What follows belongs to an exercise in optimizing a design on an open flow for small area, a short achievable clock period and few clock cycles per item; a production flow would make more cautious choices.
The RTL was checked by simulation tests, not by an equivalence proof against the original design.

rev 12:
==> flow/design.v (excerpt) <==
module wmbus_ctr_decrypt (
    input  wire         clk,
    input  wire         rst,
    input  wire         start,
    input  wire [127:0] key,
    input  wire [111:0] iv,
    input  wire [7:0]   len,
    output wire         idle,
    input  wire         in_valid,
    input  wire [127:0] in_data,
    output wire         in_ready,
    output reg          out_valid,
    output reg  [127:0] out_data,
    output reg          done,
    output reg          crc_ok,
    output wire [15:0]  crc_calc,
    output reg  [15:0]  crc_exp
);
    reg         act;         
    reg  [1:0]  su;          
    reg         fp;          
    reg  [4:0]  j;           
    reg         run;         
    reg  [3:0]  nb;          
    reg  [3:0]  idx_a;       
    reg  [3:0]  idx_b;       
    reg         vb;          
    reg  [3:0]  base;        
    reg  [7:0]  len_r;
    reg  [127:0] st;         
    reg  [287:0] sm;         
    reg  [127:0] rk;         
    reg  [71:0]  km;         
    reg  [127:0] k2;         
    reg  [127:0] c1;         
    reg  [7:0]  sb;          
    reg  [17:0] im;          
    reg  [127:0] crc_buf;
    reg  [15:0] crc_r;
    reg  [7:0]  rem;         
    reg         first;       
    reg  [15:0] cd1;         
    reg  [15:0] cd2;         
  ...
clock: 8.0 ns
lec_check: 0
cap_margin: 5
core_margin: 2
core_utilization: 50
cts_buf_list: sky130_fd_sc_hd__clkbuf_8
cts_cluster_size: 12
place_density: 0.65
setup_slack_margin: 4.5
slew_margin: 5
standard.sh (not shown) runs the stock make flow with config.mk's settings and CLKGATE_MAP_FILE= SYNTH_SCRIPT=/design/flow/synth_recipe.tcl, a recipe that flattens the netlist after the stock synthesis.
==> flow/flow/run.sh <==
#!/bin/bash
# Layout flow: the standard ORFS flow (standard.sh) with two changes:
#  - synthesis maps the logic with flow/abc.script (ABC area-oriented
#    mapping, no up-sizing or buffering at synthesis) instead of ORFS's
#    abc_speed.script; the synthesis passes, flattening and renaming are
#    synth_recipe.tcl's, unchanged;
#  - the port buffers that global placement inserts on every input and
#    output are sky130_fd_sc_hd__buf_1 instead of the default cell.
# Floorplan, power grid, placement, CTS and routing are the standard ones.
set -euo pipefail
W=$(pwd)
{
  echo 'proc abc {args} {'
  echo '  set i [lsearch -exact $args -script]'
  echo "  if {\$i >= 0} { lset args [expr {\$i + 1}] $W/flow/abc.script }"
  echo '  yosys abc {*}$args'
  echo '}'
  cat "$W/synth_recipe.tcl"
} > "$W/own_synth.tcl"
sed -e "s#SYNTH_SCRIPT=[^ ]*#SYNTH_SCRIPT=$W/own_synth.tcl 'BUFFER_PORTS_ARGS=-buffer_cell sky130_fd_sc_hd__buf_1'#" \
    "$W/standard.sh" > "$W/own_standard.sh"
grep -q "SYNTH_SCRIPT=$W/own_synth.tcl" "$W/own_standard.sh"
bash "$W/own_standard.sh" > "$W/orfs_make.log" 2>&1
==> flow/flow/abc.script <==
strash
&get -n
&st
&dch
&nf -R 30
&put
Rev 12: all stages complete, timing, DRC and antenna checks passed
Testbench counts of rev 12, summed over its fixed seeds: cycles 28,964, blocks 2,579.
Edits applied to the flow inputs when going from rev 12 to rev 13:
# rev 12
export LEC_CHECK = 0
export CAP_MARGIN = 5
export CORE_MARGIN = 2
export CORE_UTILIZATION = 50
export CTS_BUF_LIST = sky130_fd_sc_hd__clkbuf_8
export CTS_CLUSTER_SIZE = 12
export PLACE_DENSITY = 0.65
export SETUP_SLACK_MARGIN = 4.5
export SLEW_MARGIN = 5
create_clock -name core_clock -period 8.0 [get_ports {clk}]
# rev 13
export LEC_CHECK = 0
export CAP_MARGIN = 20
export CORE_MARGIN = 2
export CORE_UTILIZATION = 40
export CTS_BUF_LIST = sky130_fd_sc_hd__clkbuf_8
export CTS_CLUSTER_SIZE = 12
export PLACE_DENSITY = 0.55
export SETUP_SLACK_MARGIN = 4.5
export SLEW_MARGIN = 20
create_clock -name core_clock -period 8.0 [get_ports {clk}]
Results
Rev 13 vs rev 12 — final routed wirelength across all metal layers climbed by a few percent
Delta (rev 13 minus rev 12): least setup slack across all paths after layout dropped 0.043 ns, area growth from synthesis to layout increased by 1.6 points relative to the old numbers, placed cell count went up.
Taking rev 12 as the reference, in rev 13 final cell count now larger; non-clock buffer count now larger; first-pass GRT wire length now larger; worst stage delay on the critical path now larger.
Comparing global-route usage over all layers for rev 12 and rev 13, the smaller number came from rev 13.

## port drivers added, routing unchanged
Ports are ideal in the flow. The routed layouts listed here were re-timed in OpenROAD. Step 1 (the two cells are an assumption about what drives the block):
set clk [get_ports {clk}]
set_driving_cell -lib_cell sky130_fd_sc_hd__clkbuf_16 $clk
set_driving_cell -lib_cell sky130_fd_sc_hd__buf_2 [delete_from_list [all_inputs] $clk]
Step 2 moves the port delays by t, midway between the first and last clock arrival at a register: inputs arrive t later, outputs are due t later. That takes back most of the time a late clock gives input paths. Three values: ideal, step 1, step 2; two values: the first two.
run	shift t [ns]	setup slack, ns	worst hold slack (ns)	worst setup path after step 2
rev 12	1.077	4.301 / 4.301 / 3.493	0.423 / 0.423 / 0.423	input to register
rev 13	1.048	4.258 / 4.258 / 3.599	0.415 / 0.415 / 0.415	input to register
After both steps every run listed still meets setup and hold. The setup slack of rev 12, which loses most, moves by 0.000 ns with the drivers and by -0.808 ns with both steps.
